Background: an optimization exercise with open tools, aiming at small area, a short achievable clock period and few clock cycles per item. Do not read the settings as production practice. Function was checked by simulation only, so behaviour that the tests miss may differ from the original. Power figures rest on the tool's default switching activity, not on a simulated workload.

Design line_codec, start of the top module:
module line_codec (
    input  wire        clk,
    input  wire        rst,           
    input  wire        cmd_valid,
    output wire        cmd_ready,
    input  wire [15:0] cmd,
    input  wire [7:0]  len,
    input  wire [63:0] line_in,
    input  wire [63:0] data_in,       
    output reg         done,
    output wire [15:0] rsp,
    output reg  [63:0] line_q,
    output reg  [63:0] data_q,
    output reg  [14:0] crc_q,
    output wire [7:0]  enstat_q
);
    genvar i;
    wire [3:0] op  = cmd[3:0];
    wire [1:0] fmt = cmd[5:4];
    wire       lb  = cmd[6];
    wire       rsv_ok = (cmd[15:7] == 9'd0);
    wire is_crc  = rsv_ok && (op == 4'h1);
    wire is_dec  = rsv_ok && (op == 4'h2);
    wire is_enc  = rsv_ok && (op == 4'h3);
    wire is_chk  = rsv_ok && (op == 4'h4);
    wire bad_format = (is_dec && (fmt == 2'd3)) ||
                      (is_enc && ((fmt == 2'd3) || (fmt == 2'd0)));
    wire len_gt8 = (len[7:4] != 4'd0) || (len[3] && (len[2:0] != 3'd0));
  ...
Size: roughly 890 cells after synthesis, ~320 I/O pins.
Settings: LEC_CHECK=0, ABC_CLOCK_PERIOD_IN_PS=3000, CAP_MARGIN=20, CORE_MARGIN=2, CORE_UTILIZATION=45, SLEW_MARGIN=20, SYNTH_HIERARCHICAL=1, SYNTH_MINIMUM_KEEP_SIZE=0; clock period 9.0 ns.
standard.sh (not shown) runs the stock make flow with config.mk's settings and CLKGATE_MAP_FILE= SYNTH_SCRIPT=/design/flow/synth_recipe.tcl, a recipe that flattens the netlist after the stock synthesis.
==> flow/flow/run.sh <==
#!/bin/bash
# Standard ORFS layout, with the port buffers made from the smallest buffer
# cell, a clock tree of clkbuf_4/clkbuf_8 without dummy loads, and the
# timing repair aimed at a setup slack of MARGIN ns at the 9 ns clock.
set -euo pipefail
MARGIN=$(cat flow/margin.txt)
bash standard.sh \
  BUFFER_PORTS_ARGS="-buffer_cell sky130_fd_sc_hd__buf_1" \
  CTS_ARGS="-sink_clustering_enable -repair_clock_nets -dont_use_dummy_load -buf_list {sky130_fd_sc_hd__clkbuf_4 sky130_fd_sc_hd__clkbuf_8}" \
  SETUP_SLACK_MARGIN=$MARGIN \
  finish > standard.log 2>&1
==> flow/flow/margin.txt <==
6.0
Testbench counts at the start, summed over its fixed seeds: cycles 4,808, items 4,800.
Next try:
==> flow/flow/run.sh (replaced) <==
#!/bin/bash
# Standard ORFS layout, with the port buffers made from the smallest buffer
# cell, a clock tree of clkbuf_8 (clusters of up to 12 sinks) without dummy loads, and the
# timing repair aimed at a setup slack of MARGIN ns at the 9 ns clock.
set -euo pipefail
MARGIN=$(cat flow/margin.txt)
bash standard.sh \
  BUFFER_PORTS_ARGS="-buffer_cell sky130_fd_sc_hd__buf_1" \
  CTS_ARGS="-sink_clustering_enable -repair_clock_nets -dont_use_dummy_load -buf_list {sky130_fd_sc_hd__clkbuf_8} -sink_clustering_size 12 -sink_clustering_max_diameter 40" \
  SETUP_SLACK_MARGIN=$MARGIN \
  finish > standard.log 2>&1
==> flow/flow/margin.txt (replaced) <==
5.5
--- a/flow/config.mk
+++ b/flow/config.mk
@@ -9,5 +9,6 @@
 export CAP_MARGIN = 20
 export CORE_MARGIN = 2
-export CORE_UTILIZATION = 45
+export CORE_UTILIZATION = 50
+export PLACE_DENSITY = 0.68
 export SLEW_MARGIN = 20
 export SYNTH_HIERARCHICAL = 1
Result: Clock-buffer cell count went down by 7; sequential power is about the same; setup slack degrades by 0.075 ns; global-route usage barely changes; via count went down by a few percent; maximum frequency went down by a few percent; total power went down by about a fifth; final area went down by roughly a tenth; synthesized cell count stays the same.
Next try:
==> flow/flow/run.sh (replaced) <==
#!/bin/bash
# Standard ORFS layout, with the port buffers made from the smallest buffer
# cell, a clock tree of clkbuf_4/clkbuf_8 without dummy loads, and the
# timing repair aimed at a setup slack of MARGIN ns at the 9 ns clock.
set -euo pipefail
MARGIN=$(cat flow/margin.txt)
bash standard.sh \
  BUFFER_PORTS_ARGS="-buffer_cell sky130_fd_sc_hd__buf_1" \
  CTS_ARGS="-sink_clustering_enable -repair_clock_nets -dont_use_dummy_load -buf_list {sky130_fd_sc_hd__clkbuf_4 sky130_fd_sc_hd__clkbuf_8}" \
  SETUP_SLACK_MARGIN=$MARGIN \
  finish > standard.log 2>&1
--- a/flow/config.mk
+++ b/flow/config.mk
@@ -9,6 +9,5 @@
 export CAP_MARGIN = 20
 export CORE_MARGIN = 2
-export CORE_UTILIZATION = 50
-export PLACE_DENSITY = 0.68
+export CORE_UTILIZATION = 45
 export SLEW_MARGIN = 20
 export SYNTH_HIERARCHICAL = 1
Outcome: The changed run finished clean. Setup slack improved by 0.075 ns. Die area went up by 11%. Maximum frequency is higher by 2.2%. Final area rises by 1.8%.
Next try:
==> flow/flow/run.sh (replaced) <==
#!/bin/bash
# Standard ORFS layout, with the port buffers made from the smallest buffer
# cell, a clock tree of clkbuf_8 (clusters of up to 12 sinks) without dummy loads, and the
# timing repair aimed at a setup slack of MARGIN ns at the 9 ns clock.
set -euo pipefail
MARGIN=$(cat flow/margin.txt)
bash standard.sh \
  BUFFER_PORTS_ARGS="-buffer_cell sky130_fd_sc_hd__buf_1" \
  CTS_ARGS="-sink_clustering_enable -repair_clock_nets -dont_use_dummy_load -buf_list {sky130_fd_sc_hd__clkbuf_8} -sink_clustering_size 12 -sink_clustering_max_diameter 40" \
  SETUP_SLACK_MARGIN=$MARGIN \
  finish > standard.log 2>&1
--- a/flow/config.mk
+++ b/flow/config.mk
@@ -9,5 +9,5 @@
 export CAP_MARGIN = 20
 export CORE_MARGIN = 2
-export CORE_UTILIZATION = 45
+export CORE_UTILIZATION = 35
 export SLEW_MARGIN = 20
 export SYNTH_HIERARCHICAL = 1
Effect: The changed run finished clean. Worst hold slack stays flat. Core utilization came out lower by 12 points. Non-clock buffer count came out higher by 2. Via count came out lower by 0.41%. Clock-buffer cell count came out lower by 7. Global-route usage came out lower by 6.7 points. Power came out lower by 1.1%. Register-to-register slack is worse by 0.02 ns.

==> what the ideal ports hide <==
The results above use ideal ports. As a check the final layouts listed here were re-extracted and re-timed, cells and wires unchanged. Step 1: set_driving_cell puts a clkbuf_16 on clk and a buf_2 on each other input, an assumption about the parent block. Step 2, shift: input delay + t, output delay - t, t = (earliest + latest rising clock arrival at the registers) / 2. This alone moves slack from input paths to output paths. Three values: ideal ports, drivers, drivers and shift; two values: the first two.
run | t, ns | slack for setup (ns) | worst setup path after step 2 | worst register clock-pin slew, ns | pins driven straight from the clock port
the first run | 0.545 | 5.619 / 5.619 / 5.372 | input to register | 0.06 / 0.06 | 1
the second run | 0.574 | 5.544 / 5.544 / 4.996 | input to register | 0.08 / 0.08 | 1
the third run | 0.544 | 5.619 / 5.628 / 5.088 | input to register | 0.06 / 0.06 | 1
the fourth run | 0.607 | 5.614 / 5.614 / 5.061 | input to register | 0.08 / 0.08 | 1
After both steps setup and hold are still met in every run listed. For the fourth run, which loses most, drivers alone change the setup slack by 0.000 ns; drivers and shift together by -0.553 ns.
